Background: an optimization exercise with open tools, aiming at small area, a short achievable clock period and few clock cycles. Do not read the settings as production practice.
Where RTL was checked, it was by simulation tests only, not by an equivalence proof against the original.
Power figures rest on the tool's default switching activity, not on a simulated workload.

## sbcore
module sbcore #(
    parameter [31:0] UART_BASE     = 32'h4000_C000,
    parameter [11:0] UART_DR_OFF   = 12'h000,
    parameter [11:0] UART_FR_OFF   = 12'h018,
    parameter [11:0] UART_IBRD_OFF = 12'h024,
    parameter [11:0] UART_FBRD_OFF = 12'h028,
    parameter [11:0] UART_LCR_OFF  = 12'h02C,
    parameter [11:0] UART_CR_OFF   = 12'h030,
    parameter integer FR_TXFF_BIT  = 5,
    parameter integer FR_RXFE_BIT  = 4
) (
    input  wire        clk,
    input  wire        rst,
    input  wire        host_we,
    input  wire [7:0]  host_addr,
    input  wire [31:0] host_wdata,
    output reg  [31:0] host_rdata,
    output reg         i2c_req,
    output reg  [2:0]  i2c_op,
    output reg  [7:0]  i2c_wdata,
    output reg         i2c_last,
    input  wire        i2c_ack,
    input  wire        i2c_nack,
    input  wire [7:0]  i2c_rdata,
    output reg         spi_req,
    output reg  [1:0]  spi_op,
    output reg  [7:0]  spi_wdata,
    input  wire        spi_ack,
    input  wire [7:0]  spi_rdata,
    output reg         uart_req,
    output reg         uart_we,
    output reg  [31:0] uart_addr,
    output reg  [31:0] uart_wdata,
    input  wire        uart_ack,
    input  wire [31:0] uart_rdata
);
clock: 10.0 ns
lec_check: 0
abc_area: 1
cap_margin: 20
core_margin: 2
core_utilization: 55
place_density: 0.7
setup_slack_margin: 4.5
slew_margin: 20
run.sh (not shown) runs the stock make flow with config.mk's settings and CLKGATE_MAP_FILE= SYNTH_SCRIPT=/design/flow/synth_recipe.tcl, a recipe that flattens the netlist after the stock synthesis.
Testbench counts at the start, summed over its fixed seeds: cycles 9,436.
==> next run, changes <==
==> flow/flow/run.sh (new file) <==
#!/bin/bash
# Own flow: the standard synthesis and layout (standard.sh), except that
# placement buffers the ports with sky130_fd_sc_hd__buf_1 (the smallest
# buffer; timing repair upsizes those on critical paths). The full output
# of the layout goes to layout.log here.
set -euo pipefail
export BUFFER_PORTS_ARGS="-buffer_cell sky130_fd_sc_hd__buf_1"
bash ./standard.sh > ./layout.log 2>&1
==> flow/standard.sh (new file) <==
#!/bin/bash
# synth_recipe.tcl (not shown) runs the flow's synth.tcl, then flattens the netlist and writes it again
# the make line also repeats each setting of config.mk as NAME=value (left out here)
make -C /OpenROAD-flow-scripts/flow DESIGN_CONFIG=/design/flow/config.mk WORK_HOME=/design/flow/orfs CLKGATE_MAP_FILE= SYNTH_SCRIPT=/design/flow/synth_recipe.tcl "${@:-finish}"
--- a/flow/config.mk
+++ b/flow/config.mk
@@ -11,2 +11,5 @@
 export CORE_UTILIZATION = 55
+export CTS_BUF_LIST = sky130_fd_sc_hd__clkbuf_16
+export CTS_CLUSTER_DIAMETER = 70
+export CTS_CLUSTER_SIZE = 20
 export PLACE_DENSITY = 0.7
removed: flow/run.sh
What happened: Final area fell by a few percent. Non-clock buffer count fell by 11. Die area is unchanged. Routed wire length falls slightly. First-iteration DRC count went down by a few percent.

* * *

## north
Another version of the RTL of sbcore (not shown whole).
Size: ~33000 µm² of cells after synthesis.
Settings: LEC_CHECK=0, ABC_AREA=1, CAP_MARGIN=20, CORE_MARGIN=2, CORE_UTILIZATION=40, PLACE_DENSITY=0.6, SLEW_MARGIN=20; clock period 10.0 ns.
Stock flow here: none of the scripts above is used.
Inputs modified between north and south:
Settings: an added SETUP_SLACK_MARGIN of 4.0; a change of CORE_UTILIZATION from 40 to 55; a change of PLACE_DENSITY from 0.6 to 0.7.
--- outcome ---
In south, the post-route met1 wirelength came out about 8% below the value in north. Utilization in south is 20 points higher than in north. Changes observed in south relative to north: overall die area has decreased; worst-case setup margin in the final layout went up by 2080 ps; count of hold buffers inserted by post-cts repair was more or less identical. Taking north as the reference, in south fmax rose 0.041 GHz, design area rose 3.9%, net total in the final layout rose 89. Comparing initial standard-cell utilization of the core for north and south, the bigger number came from south. In south the number of stages on the worst setup path turned out 1 lower than in north.
No run of this note included a check of the RTL's function; only the layout flow was run.

* * *

cedar:
RTL: one of the versions met above, not the one the previous note started from.
Size in the first run: roughly 4700 cells after synthesis, ~610 flip-flops, ~220 I/O pins, about 0.033 mm2 of cells after synthesis.
Settings: LEC_CHECK=0, ABC_AREA=1, CAP_MARGIN=20, CORE_MARGIN=2, CORE_UTILIZATION=55, CTS_BUF_LIST=sky130_fd_sc_hd__clkbuf_16, CTS_CLUSTER_DIAMETER=60, CTS_CLUSTER_SIZE=16, PLACE_DENSITY=0.7, SETUP_SLACK_MARGIN=4.5, SLEW_MARGIN=20; clock period 10.0 ns.
Testbench counts of cedar, summed over its fixed seeds: cycles 9,436.
For pepper, these inputs were changed with respect to cedar:
- a deleted CTS_CLUSTER_DIAMETER that had been 60
- a deleted CTS_BUF_LIST that had been sky130_fd_sc_hd__clkbuf_16
- a deleted CTS_CLUSTER_SIZE that had been 16
==> flow/flow/run.sh (new file) <==
#!/bin/bash
# Own flow: the standard synthesis and layout (standard.sh), except that
# placement buffers the ports with sky130_fd_sc_hd__buf_1 (the smallest
# buffer; timing repair upsizes those on critical paths). The full output
# of the layout goes to layout.log here.
set -euo pipefail
export BUFFER_PORTS_ARGS="-buffer_cell sky130_fd_sc_hd__buf_1"
bash ./standard.sh > ./layout.log 2>&1
==> flow/standard.sh (new file) <==
#!/bin/bash
# synth_recipe.tcl (not shown) runs the flow's synth.tcl, then flattens the netlist and writes it again
# the make line also repeats each setting of config.mk as NAME=value (left out here)
make -C /OpenROAD-flow-scripts/flow DESIGN_CONFIG=/design/flow/config.mk WORK_HOME=/design/flow/orfs CLKGATE_MAP_FILE= SYNTH_SCRIPT=/design/flow/synth_recipe.tcl "${@:-finish}"
removed: flow/run.sh
Results
pepper against cedar; final instance area is down by a few percent.
| worst hold slack | pepper vs cedar | ≈ equal |
Max worst reg-to-reg setup slack across cedar and pepper: pepper
The wire length of pepper is higher than that of cedar.
Comparing pepper against cedar, there is no change at all in number of setup violations in the final report.
| worst vdd rail ir drop | pepper vs cedar | about 9% lower |
Modified inputs, juniper compared to pepper
- CTS_BUF_LIST newly set to sky130_fd_sc_hd__clkbuf_16
- CTS_CLUSTER_SIZE newly set to 24
- CTS_CLUSTER_DIAMETER newly set to 80
### Flow results
- NOTE: slew at the pin closest to its max-slew limit in juniper exceeds that of pepper
- Max-slew headroom at the worst pin in juniper is 2.3 points below pepper.
- juniper finished every step from synthesis to the final layout, and the layout passed the timing, DRC and antenna checks.
- pepper finished end to end and its layout was clean on timing, DRC and antenna.
- Relative to pepper, largest voltage drop on the vdd net has decreased by 0.0000041 V in juniper.
- Comparing average routed wire per standard cell for juniper and pepper, the bigger number came from juniper.
- Higher number of clock buffers in the layout among juniper and pepper: pepper
- juniper vs pepper — via count dropped slightly

==> separate check: timing with driven ports <==
The results above use ideal ports. As a check the final layouts listed here were re-extracted and re-timed, cells and wires unchanged. Step 1 sets driving cells, clkbuf_16 on the clock port and buf_2 on the other inputs (assumed; they add their load-dependent delay and slew). Step 2 also shifts input and output timing later by t, the mid clock arrival at the registers, as if the neighbouring blocks saw the same clock. Three values: no drivers, after step 1, after step 2; two values: the first two.
run | t, ns | setup slack, ns | hold WS [ns] | latest minus earliest clock arrival (ns) | worst register clock-pin slew, ns
the first run of note 1 | 0.720 | 4.064 / 4.019 / 4.019 | 0.461 / 0.461 / 0.461 | 0.035 / 0.034 | 0.07 / 0.07
the second run of note 1 | 0.706 | 4.021 / 3.975 / 3.975 | 0.462 / 0.462 / 0.462 | 0.041 / 0.042 | 0.09 / 0.09
north | 0.690 | 1.729 / 1.695 / 1.695 | 0.455 / 0.455 / 0.455 | 0.041 / 0.041 | 0.07 / 0.07
south | 0.702 | 3.805 / 3.783 / 3.635 | 0.457 / 0.457 / 0.457 | 0.031 / 0.031 | 0.07 / 0.07
cedar | 0.739 | 4.021 / 3.969 / 3.969 | 0.462 / 0.462 / 0.462 | 0.032 / 0.032 | 0.08 / 0.08
pepper | 0.704 | 3.944 / 3.902 / 3.902 | 0.461 / 0.461 / 0.461 | 0.033 / 0.033 | 0.07 / 0.07
juniper | 0.693 | 4.039 / 3.983 / 3.983 | 0.461 / 0.461 / 0.461 | 0.064 / 0.065 | 0.10 / 0.10
After both steps every run listed still meets setup and hold. For south, which loses most, drivers alone change the setup slack by -0.022 ns; drivers and shift together by -0.170 ns.
